Background: an optimization exercise with open tools, aiming at small area, a short achievable clock period and few clock cycles per item. Do not read the settings as production practice.
RTL that was checked went through simulation tests only; none was proved equivalent to the original.

==> inputs of run a <==
==> flow/design.v <==
module ntc_temp (
    input  wire        clk,
    input  wire        rst,
    input  wire        start,
    input  wire [15:0] vref,
    input  wire [15:0] vntc,
    input  wire [31:0] toff,
    output wire        ready,
    output wire        done,
    output reg         err,
    output reg  [31:0] result
);
    localparam [2:0] S_IDLE = 3'd0, S_NORM = 3'd1, S_LN = 3'd2, S_DIV = 3'd3, S_FIN = 3'd4, S_DONE = 3'd5;
    localparam [36:0] K1M  = 37'd45713176761;    
    localparam [36:0] LN2  = 37'd2977044472;     
    localparam [36:0] NLN2 = ~LN2 + 37'd1;       
    localparam [37:0] NC273 = ~38'd17901158 + 38'd1;   
    reg  [2:0]  state;
    reg  [4:0]  k;
    reg  [37:0] g;         
    reg  [15:0] t;
    reg  [36:0] acc;       
    reg  [13:0] q;         
    reg         take_r;    
    wire [29:0] qq = {t, q};
    wire is_idle = (state == S_IDLE);
    wire is_norm = (state == S_NORM);
    wire is_ln   = (state == S_LN);
    wire is_div  = (state == S_DIV);
    wire is_fin  = (state == S_FIN);
    wire is_done = (state == S_DONE);
    assign ready = is_idle | is_done;
    assign done  = is_done;
    wire a_zero = (g[26:11] == 16'd0);
    wire b_zero = (t == 16'd0);
    wire a_n    = g[26];
    wire b_n    = t[15];
    wire init   = is_norm & a_n & b_n;
    wire a_ge_b = (g[26:11] >= t);
    function [36:0] lncp;
        input [4:0] kk;
        begin
            case (kk)
                5'd0:  lncp = 37'd0;
                5'd1:  lncp = 37'd2977044472;
                5'd2:  lncp = 37'd1741459379;
                5'd3:  lncp = 37'd958394255;
                5'd4:  lncp = 37'd505874286;
                5'd5:  lncp = 37'd260380768;
                5'd6:  lncp = 37'd132163268;
                5'd7:  lncp = 37'd66589974;
                5'd8:  lncp = 37'd33424039;
                5'd9:  lncp = 37'd16744533;
                5'd10: lncp = 37'd8380427;
                5'd11: lncp = 37'd4192257;
                5'd12: lncp = 37'd2096640;
                5'd13: lncp = 37'd1048448;
                5'd14: lncp = 37'd524256;
                5'd15: lncp = 37'd262136;
                5'd16: lncp = 37'd131070;
                default: lncp = 37'd1 << (6'd33 - {1'b0, kk});
            endcase
        end
    endfunction
    reg [4:0] kstop;
    always @(*) begin
        casez (acc[36:29])
            8'b1???????: kstop = 5'd16;
            8'b011?????: kstop = 5'd17;
            8'b010?????: kstop = 5'd18;
            8'b0011????: kstop = 5'd19;
            8'b0010????: kstop = 5'd20;
            8'b00011???: kstop = 5'd21;
            8'b00010???: kstop = 5'd22;
            8'b000011??: kstop = 5'd23;
            8'b000010??: kstop = 5'd24;
            8'b0000011?: kstop = 5'd25;
            8'b0000010?: kstop = 5'd27;
            8'b00000011: kstop = 5'd28;
            8'b00000010: kstop = 5'd29;
            default:     kstop = 5'd30;
        endcase
    end
    wire last = is_ln & (k >= kstop);
    reg [37:0] rem0;
    reg [6:0]  mark;
    always @(*) begin
        if      (acc >= 37'd56908316672) begin rem0 = 38'd113413980160; mark = 7'b1000000; end
        else if (acc >= 37'd28454158336) begin rem0 = 38'd56706990080;  mark = 7'b0100000; end
        else if (acc >= 37'd14227079168) begin rem0 = 38'd28353495040;  mark = 7'b0010000; end
        else if (acc >= 37'd7113539584)  begin rem0 = 38'd14176747520;  mark = 7'b0001000; end
        else if (acc >= 37'd3556769792)  begin rem0 = 38'd7088373760;   mark = 7'b0000100; end
        else if (acc >= 37'd1778384896)  begin rem0 = 38'd3544186880;   mark = 7'b0000010; end
        else                             begin rem0 = 38'd1772093440;   mark = 7'b0000001; end
    end
    wire [29:0] shl = g[29:0] >> k[3:0];    
    wire [37:0] sh  = (k[4] == 1'b0) ? {8'd0, shl} : 38'd0;
    wire [37:0] cen  = 38'd1 << (5'd31 - k);
    wire [37:0] cen2 = take_r ? {cen[36:0], 1'b0} : 38'd0;   
    wire [37:0] x2  = (is_ln | is_norm) ? sh :
                      is_div ? ~(cen | cen2) :
                      {8'd0, qq};
    wire [37:0] m   = is_div ? {1'b0, acc} :
                      is_fin ? {6'd0, result} :
                      (is_ln | a_ge_b) ? {10'd0, t, 12'd0} : {11'd0, t, 11'd0};
    wire [37:0] mn  = ~m;
    wire [37:0] sv  = g ^ x2 ^ mn;
    wire [37:0] cv  = (g & x2) | (g & mn) | (x2 & mn);
    wire [37:0] s   = sv + {cv[36:0], is_div} + 38'd1;
    wire        take = ~s[37];
    wire [36:0] acc_add = acc + ((is_norm & ~init) ? (a_n ? LN2 : NLN2) :
                                 is_div ? {cen[35:0], 1'b0} : lncp(k));
    always @(posedge clk) begin
        if (rst) begin
            state <= S_IDLE;
        end else begin
            case (state)
                S_IDLE, S_DONE: state <= start ? S_NORM : S_IDLE;
                S_FIN: state <= S_DONE;
                S_NORM: begin
                    if (a_zero | b_zero) begin
                        err   <= 1'b1;
                        state <= S_DONE;
                    end else if (init) begin
                        state <= S_LN;
                    end
                end
                S_LN:  if (last) state <= S_DIV;
                S_DIV: if (qq[29]) begin
                    err   <= 1'b0;
                    state <= S_FIN;
                end
                default: state <= S_IDLE;
            endcase
        end
    end
    always @(posedge clk) begin
        if (ready)
            g <= {11'd0, vntc, 11'd0};
        else if (last)
            g <= rem0;
        else if (is_div & qq[29])
            g <= NC273;
        else if (is_norm & ~init) begin
            if (~a_n) g <= {g[36:0], 1'b0};
        end else if (take | init)
            g <= {s[36:0], 1'b0};
        else
            g <= {g[36:0], 1'b0};
        if (ready)
            t <= vref;
        else if (init)
            t <= g[26:11];
        else if (last)
            t <= 16'd0;
        else if ((is_norm & ~b_n) | is_div)
            t <= {t[14:0], is_div & q[13]};
        if (ready)
            acc <= K1M;
        else if ((is_norm & ~init & (a_n ^ b_n)) | take_r)
            acc <= acc_add;
        if (ready)
            k <= 5'd0;
        else if (init | (is_ln & ~last))
            k <= k + 5'd1;
        if (last)
            q <= {7'd0, mark};
        else
            q <= {q[12:0], take & is_div};
        take_r <= (is_ln & take) | (init & a_ge_b);
        if (ready)
            result <= toff;
        else if (is_fin)
            result <= s[31:0];
    end
endmodule
==> flow/run.sh <==
#!/bin/bash
# synth_recipe.tcl (not shown) runs the flow's synth.tcl, then flattens the netlist and writes it again
# the make line also repeats each setting of config.mk as NAME=value (left out here)
make -C /OpenROAD-flow-scripts/flow DESIGN_CONFIG=/design/flow/config.mk WORK_HOME=/design/flow/orfs CLKGATE_MAP_FILE= SYNTH_SCRIPT=/design/flow/synth_recipe.tcl finish
==> flow/config.mk <==
export PLATFORM = sky130hd
export DESIGN_NAME = ntc_temp
export DESIGN_NICKNAME = ntc_temp
export VERILOG_FILES = /design/flow/design.v
export SDC_FILE = /design/flow/constraint.sdc
export NUM_CORES = 4
export LEC_CHECK = 0
export CAP_MARGIN = 20
export CORE_MARGIN = 2
export CORE_UTILIZATION = 40
export PLACE_DENSITY = 0.6
export SETUP_SLACK_MARGIN = 5
export SLEW_MARGIN = 20
==> flow/constraint.sdc <==
create_clock -name core_clock -period 11.0 [get_ports {clk}]
set_input_delay 2.2000 -clock core_clock [delete_from_list [all_inputs] [get_ports {clk}]]
set_output_delay 2.2000 -clock core_clock [all_outputs]
set_load 0.01 [all_outputs]
==> run b: changes against run a <==
==> flow/design.v, changed modules only <==
module ntc_temp (
    input  wire        clk,
    input  wire        rst,
    input  wire        start,
    input  wire [15:0] vref,
    input  wire [15:0] vntc,
    input  wire [31:0] toff,
    output wire        ready,
    output wire        done,
    output reg         err,
    output wire [31:0] result
);
    localparam [2:0] S_IDLE = 3'd0, S_NORM = 3'd1, S_LN = 3'd2, S_DIV = 3'd3, S_FIN = 3'd4;
    localparam [36:0] K1M  = 37'd45713176761;    
    localparam [36:0] LN2  = 37'd2977044472;     
    localparam [36:0] NLN2 = ~LN2 + 37'd1;       
    localparam [37:0] NC273 = ~38'd17901158 + 38'd1;   
    reg  [2:0]  state;
    reg  [4:0]  k;
    reg  [37:0] g;         
    reg  [15:0] t;
    reg  [36:0] acc;       
    reg  [29:0] q;         
    reg  [31:0] toffr;
    wire is_idle = (state == S_IDLE);
    wire is_norm = (state == S_NORM);
    wire is_ln   = (state == S_LN);
    wire is_div  = (state == S_DIV);
    wire is_fin  = (state == S_FIN);
    assign ready = is_idle | is_fin;
    assign done  = is_fin;
    wire a_zero = (g[32:17] == 16'd0);
    wire b_zero = (t == 16'd0);
    wire a_n    = g[32];
    wire b_n    = t[15];
    wire init   = is_norm & a_n & b_n;
    wire a_ge_b = (g[32:17] >= t);
    function [36:0] lnc;
        input [4:0] kk;
        begin
            case (kk)
                5'd0:  lnc = 37'd2977044472;
                5'd1:  lnc = 37'd1741459379;
                5'd2:  lnc = 37'd958394255;
                5'd3:  lnc = 37'd505874286;
                5'd4:  lnc = 37'd260380768;
                5'd5:  lnc = 37'd132163268;
                5'd6:  lnc = 37'd66589974;
                5'd7:  lnc = 37'd33424039;
                5'd8:  lnc = 37'd16744533;
                5'd9:  lnc = 37'd8380427;
                5'd10: lnc = 37'd4192257;
                5'd11: lnc = 37'd2096640;
                5'd12: lnc = 37'd1048448;
                5'd13: lnc = 37'd524256;
                5'd14: lnc = 37'd262136;
                5'd15: lnc = 37'd131070;
                default: lnc = 37'd1 << (6'd32 - {1'b0, kk});
            endcase
        end
    endfunction
    reg [4:0] kstop;
    always @(*) begin
        casez (acc[36:29])
            8'b1???????: kstop = 5'd16;
            8'b011?????: kstop = 5'd17;
            8'b010?????: kstop = 5'd18;
            8'b0011????: kstop = 5'd19;
            8'b0010????: kstop = 5'd20;
            8'b00011???: kstop = 5'd21;
            8'b00010???: kstop = 5'd22;
            8'b000011??: kstop = 5'd23;
            8'b000010??: kstop = 5'd24;
            8'b0000011?: kstop = 5'd25;
            8'b0000010?: kstop = 5'd27;
            8'b00000011: kstop = 5'd28;
            8'b00000010: kstop = 5'd29;
            default:     kstop = 5'd30;
        endcase
    end
    wire last = is_ln & (k >= kstop);
    reg [37:0] rem0;
    reg [6:0]  mark;
    always @(*) begin
        if      (acc >= 37'd56908316672) begin rem0 = 38'd113413980160; mark = 7'b1000000; end
        else if (acc >= 37'd28454158336) begin rem0 = 38'd56706990080;  mark = 7'b0100000; end
        else if (acc >= 37'd14227079168) begin rem0 = 38'd28353495040;  mark = 7'b0010000; end
        else if (acc >= 37'd7113539584)  begin rem0 = 38'd14176747520;  mark = 7'b0001000; end
        else if (acc >= 37'd3556769792)  begin rem0 = 38'd7088373760;   mark = 7'b0000100; end
        else if (acc >= 37'd1778384896)  begin rem0 = 38'd3544186880;   mark = 7'b0000010; end
        else                             begin rem0 = 38'd1772093440;   mark = 7'b0000001; end
    end
    wire [37:0] sh  = (k[4] == 1'b0) ? (g >> k[3:0]) : 38'd0;
    wire [37:0] cen = 38'd1 << (5'd31 - k);
    wire [37:0] x2  = (is_ln | is_norm) ? sh :
                      is_div ? ~cen :
                      {8'd0, q};
    wire [37:0] m   = is_div ? {1'b0, acc} :
                      is_fin ? {6'd0, toffr} :
                      (is_ln | a_ge_b) ? {4'd0, t, 18'd0} : {5'd0, t, 17'd0};
    wire [37:0] mn  = ~m;
    wire [37:0] sv  = g ^ x2 ^ mn;
    wire [37:0] cv  = (g & x2) | (g & mn) | (x2 & mn);
    wire [37:0] s   = sv + {cv[36:0], is_div} + 38'd1;
    wire        take = ~s[37];
    assign result = s[31:0];
    wire [36:0] acc_add = acc + ((is_norm & ~init) ? (a_n ? LN2 : NLN2) : lnc(k));
    always @(posedge clk) begin
        if (rst) begin
            state <= S_IDLE;
        end else begin
            case (state)
                S_IDLE, S_FIN: state <= start ? S_NORM : S_IDLE;
                S_NORM: begin
                    if (a_zero | b_zero) begin
                        err   <= 1'b1;
                        state <= S_FIN;
                    end else if (init) begin
                        state <= S_LN;
                    end
                end
                S_LN:  if (last) state <= S_DIV;
                S_DIV: if (q[29]) begin
                    err   <= 1'b0;
                    state <= S_FIN;
                end
                default: state <= S_IDLE;
            endcase
        end
    end
    always @(posedge clk) begin
        if (ready)
            g <= {5'd0, vntc, 17'd0};
        else if (last)
            g <= rem0;
        else if (is_div & q[29])
            g <= NC273;
        else if (is_norm & ~init) begin
            if (~a_n) g <= {g[36:0], 1'b0};
        end else if (take | init)
            g <= {s[36:0], 1'b0};
        else
            g <= {g[36:0], 1'b0};
        if (ready)
            t <= vref;
        else if (init)
            t <= g[32:17];
        else if (is_norm & ~b_n)
            t <= {t[14:0], 1'b0};
        if (ready)
            acc <= K1M;
        else if ((is_norm & ~init & (a_n ^ b_n)) | (init & a_ge_b) | (is_ln & take))
            acc <= acc_add;
        if (ready)
            k <= 5'd0;
        else if (init | (is_ln & ~last))
            k <= k + 5'd1;
        if (last)
            q <= {23'd0, mark};
        else
            q <= {q[28:0], take & is_div};
        if (ready)
            toffr <= toff;
    end
endmodule
==> run c: changes against run a <==
==> flow/design.v, changed modules only <==
module ntc_temp (
    input  wire        clk,
    input  wire        rst,
    input  wire        start,
    input  wire [15:0] vref,
    input  wire [15:0] vntc,
    input  wire [31:0] toff,
    output wire        ready,
    output wire        done,
    output reg         err,
    output reg  [31:0] result
);
    localparam [2:0] S_IDLE = 3'd0, S_NORM = 3'd1, S_LN = 3'd2, S_DIV = 3'd3, S_FIN = 3'd4, S_DONE = 3'd5;
    localparam [36:0] K1M  = 37'd45713176761;    
    localparam [36:0] LN2  = 37'd2977044472;     
    localparam [36:0] NLN2 = ~LN2 + 37'd1;       
    localparam [37:0] NC273 = ~38'd17901158 + 38'd1;   
    reg  [2:0]  state;
    reg  [4:0]  k;
    reg  [37:0] g;         
    reg  [15:0] t;
    reg  [36:0] acc;       
    reg  [29:0] q;         
    wire is_idle = (state == S_IDLE);
    wire is_norm = (state == S_NORM);
    wire is_ln   = (state == S_LN);
    wire is_div  = (state == S_DIV);
    wire is_fin  = (state == S_FIN);
    wire is_done = (state == S_DONE);
    assign ready = is_idle | is_done;
    assign done  = is_done;
    wire a_zero = (g[32:17] == 16'd0);
    wire b_zero = (t == 16'd0);
    wire a_n    = g[32];
    wire b_n    = t[15];
    wire init   = is_norm & a_n & b_n;
    wire a_ge_b = (g[32:17] >= t);
    function [36:0] lnc;
        input [4:0] kk;
        begin
            case (kk)
                5'd0:  lnc = 37'd2977044472;
                5'd1:  lnc = 37'd1741459379;
                5'd2:  lnc = 37'd958394255;
                5'd3:  lnc = 37'd505874286;
                5'd4:  lnc = 37'd260380768;
                5'd5:  lnc = 37'd132163268;
                5'd6:  lnc = 37'd66589974;
                5'd7:  lnc = 37'd33424039;
                5'd8:  lnc = 37'd16744533;
                5'd9:  lnc = 37'd8380427;
                5'd10: lnc = 37'd4192257;
                5'd11: lnc = 37'd2096640;
                5'd12: lnc = 37'd1048448;
                5'd13: lnc = 37'd524256;
                5'd14: lnc = 37'd262136;
                5'd15: lnc = 37'd131070;
                default: lnc = 37'd1 << (6'd32 - {1'b0, kk});
            endcase
        end
    endfunction
    reg [4:0] kstop;
    always @(*) begin
        casez (acc[36:29])
            8'b1???????: kstop = 5'd16;
            8'b011?????: kstop = 5'd17;
            8'b010?????: kstop = 5'd18;
            8'b0011????: kstop = 5'd19;
            8'b0010????: kstop = 5'd20;
            8'b00011???: kstop = 5'd21;
            8'b00010???: kstop = 5'd22;
            8'b000011??: kstop = 5'd23;
            8'b000010??: kstop = 5'd24;
            8'b0000011?: kstop = 5'd25;
            8'b0000010?: kstop = 5'd27;
            8'b00000011: kstop = 5'd28;
            8'b00000010: kstop = 5'd29;
            default:     kstop = 5'd30;
        endcase
    end
    wire last = is_ln & (k >= kstop);
    reg [37:0] rem0;
    reg [6:0]  mark;
    always @(*) begin
        if      (acc >= 37'd56908316672) begin rem0 = 38'd113413980160; mark = 7'b1000000; end
        else if (acc >= 37'd28454158336) begin rem0 = 38'd56706990080;  mark = 7'b0100000; end
        else if (acc >= 37'd14227079168) begin rem0 = 38'd28353495040;  mark = 7'b0010000; end
        else if (acc >= 37'd7113539584)  begin rem0 = 38'd14176747520;  mark = 7'b0001000; end
        else if (acc >= 37'd3556769792)  begin rem0 = 38'd7088373760;   mark = 7'b0000100; end
        else if (acc >= 37'd1778384896)  begin rem0 = 38'd3544186880;   mark = 7'b0000010; end
        else                             begin rem0 = 38'd1772093440;   mark = 7'b0000001; end
    end
    wire [37:0] sh  = (k[4] == 1'b0) ? (g >> k[3:0]) : 38'd0;
    wire [37:0] cen = 38'd1 << (5'd31 - k);
    wire [37:0] x2  = (is_ln | is_norm) ? sh :
                      is_div ? ~cen :
                      {8'd0, q};
    wire [37:0] m   = is_div ? {1'b0, acc} :
                      is_fin ? {6'd0, result} :
                      (is_ln | a_ge_b) ? {4'd0, t, 18'd0} : {5'd0, t, 17'd0};
    wire [37:0] mn  = ~m;
    wire [37:0] sv  = g ^ x2 ^ mn;
    wire [37:0] cv  = (g & x2) | (g & mn) | (x2 & mn);
    wire [37:0] s   = sv + {cv[36:0], is_div} + 38'd1;
    wire        take = ~s[37];
    wire [36:0] acc_add = acc + ((is_norm & ~init) ? (a_n ? LN2 : NLN2) : lnc(k));
    always @(posedge clk) begin
        if (rst) begin
            state <= S_IDLE;
        end else begin
            case (state)
                S_IDLE, S_DONE: state <= start ? S_NORM : S_IDLE;
                S_FIN: state <= S_DONE;
                S_NORM: begin
                    if (a_zero | b_zero) begin
                        err   <= 1'b1;
                        state <= S_DONE;
                    end else if (init) begin
                        state <= S_LN;
                    end
                end
                S_LN:  if (last) state <= S_DIV;
                S_DIV: if (q[29]) begin
                    err   <= 1'b0;
                    state <= S_FIN;
                end
                default: state <= S_IDLE;
            endcase
        end
    end
    always @(posedge clk) begin
        if (ready)
            g <= {5'd0, vntc, 17'd0};
        else if (last)
            g <= rem0;
        else if (is_div & q[29])
            g <= NC273;
        else if (is_norm & ~init) begin
            if (~a_n) g <= {g[36:0], 1'b0};
        end else if (take | init)
            g <= {s[36:0], 1'b0};
        else
            g <= {g[36:0], 1'b0};
        if (ready)
            t <= vref;
        else if (init)
            t <= g[32:17];
        else if (is_norm & ~b_n)
            t <= {t[14:0], 1'b0};
        if (ready)
            acc <= K1M;
        else if ((is_norm & ~init & (a_n ^ b_n)) | (init & a_ge_b) | (is_ln & take))
            acc <= acc_add;
        if (ready)
            k <= 5'd0;
        else if (init | (is_ln & ~last))
            k <= k + 5'd1;
        if (last)
            q <= {23'd0, mark};
        else
            q <= {q[28:0], take & is_div};
        if (ready)
            result <= toff;
        else if (is_fin)
            result <= s[31:0];
    end
endmodule
CORE_UTILIZATION = 50   (was 40)
PLACE_DENSITY = 0.8   (was 0.6)
==> comparison table <==
| metric | run a | run b | run c |
|---|---|---|---|
| Run status | timing/DRC/antenna clean | timing/DRC/antenna clean | timing/DRC/antenna clean |
| Reg-to-reg endpoint | g[24] | g[23] | g[24] |
| Total die area | 41100 um2 | 40500 um2 | 34200 um2 |
| CP Max Fanout | 36 | 6 | 12 |
| Final standard cell count with taps included and fillers excluded | 2734 | 2744 | 2581 |
| Share of cell area taken by muxes after synthesis | 3.81% | 6.09% | 8.00% |
| Net count of the mapped netlist | 2326 | 2211 | 2281 |
| Period Utilization, post-route | 53.8% | 68.4% | 53.7% |
| Effective utilization at floorplan | 40.7% | 40.4% | 50.6% |
| Sequential area share after synthesis | 22.5% | 24.8% | 23.6% |
| TritonCTS sink count | 146 | 161 | 161 |
| Cell count after placement | 2635 | 2515 | 2496 |
| Via count of the first global-routing pass | 16675 | 16804 | 15836 |
| Post-synthesis compound-gate area fraction | 31.1% | 26.2% | 26.4% |
| Worst setup slack after placement | 3.67 ns | 2.46 ns | 3.42 ns |
Testbench counts of run b, summed over its fixed seeds: cycles 74,047, items 1,600.
Testbench counts of run c, summed over its fixed seeds: cycles 75,647, items 1,600.
Only the layout flow was run in run a; the RTL was not checked for function there.

[port drivers added, routing unchanged]
The results above use ideal ports. As a check the final layouts listed here were re-extracted and re-timed, cells and wires unchanged. Step 1: set_driving_cell puts a clkbuf_16 on clk and a buf_2 on each other input, an assumption about the parent block. Step 2 also shifts input and output timing later by t, the mid clock arrival at the registers, as if the neighbouring blocks saw the same clock. Three values: ideal ports, drivers, drivers and shift; two values: the first two.
run | t, ns | slack for setup (ns) | worst setup path after step 2 | latest minus earliest clock arrival (ns)
run a | 0.526 | 5.084 / 5.084 / 5.084 | register to register | 0.017 / 0.017
run b | 0.512 | 3.480 / 3.424 / 3.936 | register to output | 0.019 / 0.019
run c | 0.508 | 5.088 / 5.088 / 5.088 | register to register | 0.014 / 0.013
After both steps every run listed still meets setup and hold.
